Context: an optimization exercise on an open-source flow, tuned for small area, a short achievable clock period and few clock cycles per item. The choices shown serve that exercise and are no tape-out recipe.
Function was checked by simulation only, so behaviour that the tests miss may differ from the original.
Power and IR drop assume default switching activity.

`config.mk`:
```
export PLATFORM = sky130hd
export DESIGN_NAME = pqce_hyb_enc
export DESIGN_NICKNAME = pqce_hyb_enc
export VERILOG_FILES = /design/flow/design.v
export SDC_FILE = /design/flow/constraint.sdc
export NUM_CORES = 4
export LEC_CHECK = 0
export CAP_MARGIN = 20
export CORE_MARGIN = 2
export CORE_UTILIZATION = 40
export SLEW_MARGIN = 20
```
`constraint.sdc`:
```
create_clock -name core_clock -period 8.0 [get_ports {clk}]
set_input_delay 1.6000 -clock core_clock [delete_from_list [all_inputs] [get_ports {clk}]]
set_output_delay 1.6000 -clock core_clock [all_outputs]
set_load 0.01 [all_outputs]
```
`design.v`:
```
module pqce_hyb_enc (
    input  wire        clk,
    input  wire        rst,
    input  wire        cmd_valid,
    output wire        cmd_ready,
    input  wire [5:0]  cmd_bw,          
    input  wire [15:0] cmd_count,       
    input  wire        in_valid,
    input  wire [31:0] in_data,
    output wire        in_ready,
    output wire        out_valid,
    output wire [7:0]  out_data,
    input  wire        out_ready,
    output wire        done,
    output wire        done_fault,      
    output wire [19:0] done_len         
);
    localparam integer MAX_BP = 64;
    localparam [3:0] S_IDLE  = 4'd0,
                     S_GET   = 4'd1,
                     S_STEP  = 4'd2,
                     S_APPEND= 4'd3,
                     S_END   = 4'd4,
                     S_BPH   = 4'd5,
                     S_BPP   = 4'd6,
                     S_RLEH  = 4'd7,
                     S_RLEP  = 4'd8,
                     S_DONE  = 4'd9;
    reg [3:0]  state;
    reg [3:0]  ret;           
    reg [5:0]  bw;
    reg [15:0] n_total;
    reg [15:0] idx;           
    reg [15:0] fetched;       
    reg [31:0] cur;           
    reg [31:0] nxt;           
    reg [31:0] prv;           
    reg [15:0] repeats;
    reg [6:0]  run_len;
    reg [31:0] run_buf [0:MAX_BP-1];
    reg [39:0] acc;
    reg [5:0]  acc_bits;
    reg [6:0]  ld_idx;        
    reg [8:0]  bytes_left;
    reg [16:0] vi;            
    reg [31:0] rle_val;
    reg [2:0]  rle_left;
    reg        fault;
    reg [19:0] out_cnt;
    wire [32:0] wmask33 = (33'd1 << bw) - 33'd1;
    wire [31:0] wmask   = wmask33[31:0];
    wire [5:0]  rle_nb6 = (bw + 6'd7) >> 3;
    wire [6:0]  groups7 = (run_len + 7'd7) >> 3;
    wire [3:0]  groups  = groups7[3:0];
    wire        has_nxt = (idx + 16'd1 < n_total);
    wire        open_rep = (repeats == 16'd0) && (run_len[2:0] == 3'd0) && has_nxt && (cur == nxt);
    wire        cont_rep = (repeats != 16'd0) && (cur == prv);
    wire [31:0] ld_val  = (ld_idx < run_len) ? (run_buf[ld_idx[5:0]] & wmask) : 32'd0;
    assign cmd_ready = (state == S_IDLE);
    assign in_ready  = (state == S_GET) && (fetched < n_total);
    wire   take      = in_ready && in_valid;
    reg        ov;
    reg [7:0]  od;
    always @(*) begin
        ov = 1'b0;
        od = 8'd0;
        case (state)
            S_BPH:  begin ov = 1'b1; od = {3'd0, groups, 1'b1}; end
            S_BPP:  begin ov = (bytes_left != 9'd0) && (acc_bits >= 6'd8); od = acc[7:0]; end
            S_RLEH: begin ov = 1'b1; od = {(vi >= 17'd128), vi[6:0]}; end
            S_RLEP: begin ov = (rle_left != 3'd0); od = rle_val[7:0]; end
            default: ;
        endcase
    end
    assign out_valid = ov;
    assign out_data  = od;
    wire   give      = out_valid && out_ready;
    assign done       = (state == S_DONE);
    assign done_fault = fault;
    assign done_len   = out_cnt;
    always @(posedge clk) begin
        if (rst) begin
            state <= S_IDLE;
        end else begin
            if (give)
                out_cnt <= out_cnt + 20'd1;
            case (state)
            S_IDLE: begin
                if (cmd_valid) begin
                    bw       <= cmd_bw;
                    n_total  <= cmd_count;
                    idx      <= 16'd0;
                    fetched  <= 16'd0;
                    repeats  <= 16'd0;
                    run_len  <= 7'd0;
                    out_cnt  <= 20'd0;
                    fault    <= 1'b0;
                    if (cmd_bw > 6'd32) begin
                        fault <= 1'b1;
                        state <= S_DONE;
                    end else if (cmd_count == 16'd0) begin
                        state <= S_DONE;
                    end else begin
                        state <= S_GET;
                    end
                end
            end
            S_GET: begin
                if (fetched == 16'd0) begin
                    if (take) begin
                        cur     <= in_data;
                        fetched <= 16'd1;
                    end
                end else if (fetched < n_total && fetched == idx + 16'd1) begin
                    if (take) begin
                        nxt     <= in_data;
                        fetched <= fetched + 16'd1;
                        state   <= S_STEP;
                    end
                end else begin
                    state <= S_STEP;
                end
            end
            S_STEP: begin
                if (open_rep) begin
                    if (run_len != 7'd0) begin
                        ret   <= S_STEP;
                        state <= S_BPH;
                    end else begin
                        repeats <= 16'd1;
                        prv     <= cur;
                        cur     <= nxt;
                        idx     <= idx + 16'd1;
                        state   <= has_nxt ? S_GET : S_END;
                    end
                end else if (cont_rep) begin
                    repeats <= repeats + 16'd1;
                    prv     <= cur;
                    cur     <= nxt;
                    idx     <= idx + 16'd1;
                    state   <= has_nxt ? S_GET : S_END;
                end else if (repeats != 16'd0) begin
                    vi       <= {repeats, 1'b0};
                    rle_val  <= prv;
                    rle_left <= rle_nb6[2:0];
                    repeats  <= 16'd0;
                    ret      <= S_APPEND;
                    state    <= S_RLEH;
                end else begin
                    state <= S_APPEND;
                end
            end
            S_APPEND: begin
                if (run_len == MAX_BP[6:0]) begin
                    ret   <= S_APPEND;
                    state <= S_BPH;
                end else begin
                    run_buf[run_len[5:0]] <= cur;
                    run_len <= run_len + 7'd1;
                    prv     <= cur;
                    cur     <= nxt;
                    idx     <= idx + 16'd1;
                    state   <= has_nxt ? S_GET : S_END;
                end
            end
            S_END: begin
                if (repeats != 16'd0) begin
                    vi       <= {repeats, 1'b0};
                    rle_val  <= prv;
                    rle_left <= rle_nb6[2:0];
                    repeats  <= 16'd0;
                    ret      <= S_END;
                    state    <= S_RLEH;
                end else if (run_len != 7'd0) begin
                    ret   <= S_END;
                    state <= S_BPH;
                end else begin
                    state <= S_DONE;
                end
            end
            S_BPH: begin
                if (give) begin
                    acc        <= 40'd0;
                    acc_bits   <= 6'd0;
                    ld_idx     <= 7'd0;
                    bytes_left <= groups * bw;
                    state      <= S_BPP;
                end
            end
            S_BPP: begin
                if (bytes_left == 9'd0) begin
                    run_len <= 7'd0;
                    state   <= ret;
                end else if (acc_bits >= 6'd8) begin
                    if (give) begin
                        acc        <= acc >> 8;
                        acc_bits   <= acc_bits - 6'd8;
                        bytes_left <= bytes_left - 9'd1;
                    end
                end else begin
                    acc      <= acc | ({8'd0, ld_val} << acc_bits);
                    acc_bits <= acc_bits + bw;
                    ld_idx   <= ld_idx + 7'd1;
                end
            end
            S_RLEH: begin
                if (give) begin
                    vi <= vi >> 7;
                    if (vi < 17'd128)
                        state <= S_RLEP;
                end
            end
            S_RLEP: begin
                if (rle_left == 3'd0) begin
                    state <= ret;
                end else if (give) begin
                    rle_val  <= rle_val >> 8;
                    rle_left <= rle_left - 3'd1;
                end
            end
            S_DONE: begin
                state <= S_IDLE;
            end
            default: state <= S_IDLE;
            endcase
        end
    end
endmodule
```
`run.sh`:
```
#!/bin/bash
# synth_recipe.tcl (not shown) runs the flow's synth.tcl, then flattens the netlist and writes it again
# the make line also repeats each setting of config.mk as NAME=value (left out here)
make -C /OpenROAD-flow-scripts/flow DESIGN_CONFIG=/design/flow/config.mk WORK_HOME=/design/flow/orfs CLKGATE_MAP_FILE= SYNTH_SCRIPT=/design/flow/synth_recipe.tcl finish
```
==> impl_metrics.csv <==
group,metric,value,unit
sta,finalSetupViolCount,0,
sta,min_period,5780,ps
sta,fin_setup_tns,0,ps
floorplan,pin_count,92,
sta,fmaxAchievable,173,MHz
setup_path,worst-path-max-fanout,7,
synthesis,synth.most_common_cell,"sky130_fd_sc_hd__edfxtp_1",
routing,avgRoutedWirePerCell,33.2,um
clock_tree,cts-root-buf,"sky130_fd_sc_hd__clkbuf_16",
setup_path,critPathRequiredTime,6400,ps
place,gp_routability_congestion,0.985,
synthesis,synthesis.yosys.warnings,1,
synthesis,synth_top_cell_by_area,"sky130_fd_sc_hd__edfxtp_1",
sta,final-max-slew-violation-count,0,
setup_path,worst_setup_path_end_kind,"output port",
floorplan,fp.dieH,500,um
power,power_per_cell_area,273,nW/um^2
routing,drcViolationCount,0,
sta,fin_clk_skew,79.8,ps
setup_path,arrival_worst_endpoint,4180,ps
global_routing,grt.overflow.total,0,
synthesis,synth-seq-area-share,72.1,%
sta,hold_violations,0,
routing,routed_wire_length,307000,um
synthesis,ys.flop_type,"sky130_fd_sc_hd__edfxtp_1",
global_routing,grt.total_usage,24.2,%
place,portBuffers,91,
synthesis,synth.area.top_cells,"sky130_fd_sc_hd__edfxtp_1 (72%), sky130_fd_sc_hd__mux4_2 (9.3%), sky130_fd_sc_hd__mux2i_1 (2.6%), sky130_fd_sc_hd__nand2_1 (1.4%), sky130_fd_sc_hd__nor2_1 (1.1%)",
floorplan,floorplan.initialDensity,40.2,%
routing,initialDrtViolationCount,8910,
power,power.leakage,36.6,nW
power,power.ir.vdd_worst,0.000230,V
synthesis,synth_enable_flop_cells,2359,
clock_tree,h-tree-depth,4,
global_routing,grt_start_max_net_pins,71,
floorplan,core_area,245000,sq um
synthesis,share_of_the_synthesized_area_in_the_top_cell_type,71.9,%
sta,tightestPinTransition,1280,ps
finish,final_design_area_no_fill,112000,sq um
place,placedInstanceArea,104000,sq um
clock_tree,worst_skew_pair.late_latency,890,ps
flow_run,max-cap-violations,0,
global_routing,first_global_vias,54235,
synthesis,syn_nets,5665,
clock_tree,cts_tree,"done",
finish,drive_gt1_share,20.0,%
synthesis,synthDistinctLibCells,101,
finish,synthToLayoutAreaGrowth,13.8,%
routing,vias_per_cell,6.09,
floorplan,die_area,250000,sq um
clock_tree,cts_setup_buffers,0,
synthesis,synth_async_sr_flop_share,0,%
clock_tree,cts-resized-gates,0,
sta,post-route-period-util,72.2,%
sta,rsz0062_at_grt,"no",
clock_tree,cts-buffers-inserted,236,
status,status,"complete, no violations",
hold_path,hold_class,"reg -> reg",
place,dpl.hpwl,192000,um
routing,via_count,56306,
global_routing,grt_first_pass_wirelength,429000,um
setup_path,criticalPathCategory,"reg -> out",
routing,detail_route.first_pass.iterations,7,
floorplan,chipWidth,500,um
clock_tree,worst_setup_hold_path_clk_slew,60,ps
synthesis,post_synth_instance_area,98600,sq um
sta,slew_headroom,14.4,%
synthesis,syn-mean-instance-area,17.8,sq um
clock_tree,tritoncts_num_sinks,2369,
routing,antenna_violating_nets_post_route,0,
synthesis,post_synth_inst_count,5529,
finish,design.final.nets,5942,
clock_tree,cts_buffer_depth,3,
clock_tree,postCtsHoldBufs,0,
synthesis,synth.ff_latch_count,2369,
setup_path,crit_path_start_kind,"register",
floorplan,core.rowCount,182,
synthesis,synth_common_cells,"sky130_fd_sc_hd__edfxtp_1 (2359), sky130_fd_sc_hd__mux4_2 (408), sky130_fd_sc_hd__nand2_1 (373)",
global_routing,grt_antenna_before_repair,28,
[state kept, by name, summed over array words and instances (netlist names), 9 cells and up, named ones only]
signal and cells:
cur 32, out_cnt 20, n_total 16, vi 17, nxt 32, bytes_left 9
idx 16, rle_val 32, prv 32, acc 40, fetched 16, repeats 16
run_buf 2048
[worst max-delay path, stage by stage (launching register included)]
cell,delay (ps)
sky130_fd_sc_hd__edfxtp_1,700
sky130_fd_sc_hd__clkinv_1,390
sky130_fd_sc_hd__a21o_1,270
sky130_fd_sc_hd__or3_1,320
sky130_fd_sc_hd__xnor2_1,650
sky130_fd_sc_hd__nand2_1,230
sky130_fd_sc_hd__nand2_1,170
sky130_fd_sc_hd__clkdlybuf4s50_1,560
[metal layers]
layer / wire, um / vias to the layer above / global-route usage, % / part of all wire [%]
met3: 33200 / 511 / 5.60 / 11
met4: 10600 / 16 / 7.68 / 3.5
met5: 269 / - / 0.502 / 0.088
met1: 126000 / 29692 / 35.1 / 41
met2: 137000 / 3189 / 36.0 / 45
li1: - / 22898 / - / -
[final cells by class]
cell class | instances | area, sq um
Multi-Input combinational cell | 2775 | 25800
Antenna cell | 6 | 15.0
Clock inverter | 172 | 1900
Tap cell | 3220 | 4030
Clock buffer | 279 | 6110
Sequential cell | 2369 | 71100
Fill cell | 20896 | 133000
Timing Repair Buffer | 335 | 2870
Inverter | 89 | 337
[where the power goes]
part	total (W)	switching [W]	internal, W
registers	0.0150	0.000309	0.0147
logic	0.00417	0.00299	0.00118
clock network	0.0114	0.00492	0.00649
[per-stage QoR]
step	total power, W	worst slack (ps)	utilization, %	hold WS, ps	cells
after global routing	0.0315	1840	45.7	551	9244
after CTS	0.0306	2110	45.7	501	9238
after global placement	0.0193	2090	42.4	506	8786
final	0.0306	2220	45.7	518	9245
after detailed placement	0.0193	2590	42.4	510	8787
after floorplan	0.0174	1070	-	496	5529
[worst paths after layout]
kind	startpoint	endpoint	slack, ps	depth (start not counted)
max	run_len[3]	out_data[4]	2220	7
min	rle_val[20]	rle_val[12]	520	2
max reg2reg	state[2]	run_buf[58][0]	2470	7
min reg2reg	rle_val[20]	rle_val[12]	520	2
[cells in the final DEF (no fill, tap or decap), drive strengths merged, types with 111 or more instances in the layout]
master / count
clkinv: 124
a21oi: 141
clkbuf: 279
xor2: 111
mux2i: 257
buf: 244
edfxtp: 2359
nor2: 285
mux4: 417
nand2: 373
o21ai: 143
[cells by family after synthesis]
family | synth area share (%)
and+or+nand+nor | 5.15
xor gates and xnor gates | 1.55
DFF | 72.1
AOI/OAI and AO/OA | 4.96
muxes | 12.9
adders and majority gates | 1.05
buffers and inverters | 2.34
Testbench counts, summed over its fixed seeds: cycles 200,985, items 53,034.

==> what the ideal ports hide <==
No port has a modelled driver above. Below, the same layout with a new extraction and two added sets of constraints.
Step 1, drivers: a clkbuf_16 drives clk and a buf_2 each remaining input, both assumed.
Step 2 times the ports against the registers' clock, not the clock port: input delays grow and output delays shrink by t, the midpoint of the rising clock arrivals with the driver on.
a / b / c = no drivers / after step 1 / after step 2; a / b = the first two.
shift t [ns]: 0.956
slack for setup (ns): 2.222 / 2.122 / 2.475
slew at the worst register clock pin (ns): 0.07 / 0.07
worst slew at a driven data input, ns: 0.05
cell pins on the clock port's net: 1
After both steps this run still meets setup and hold. For this run, drivers alone change the setup slack by -0.100 ns; drivers and shift together by +0.253 ns.
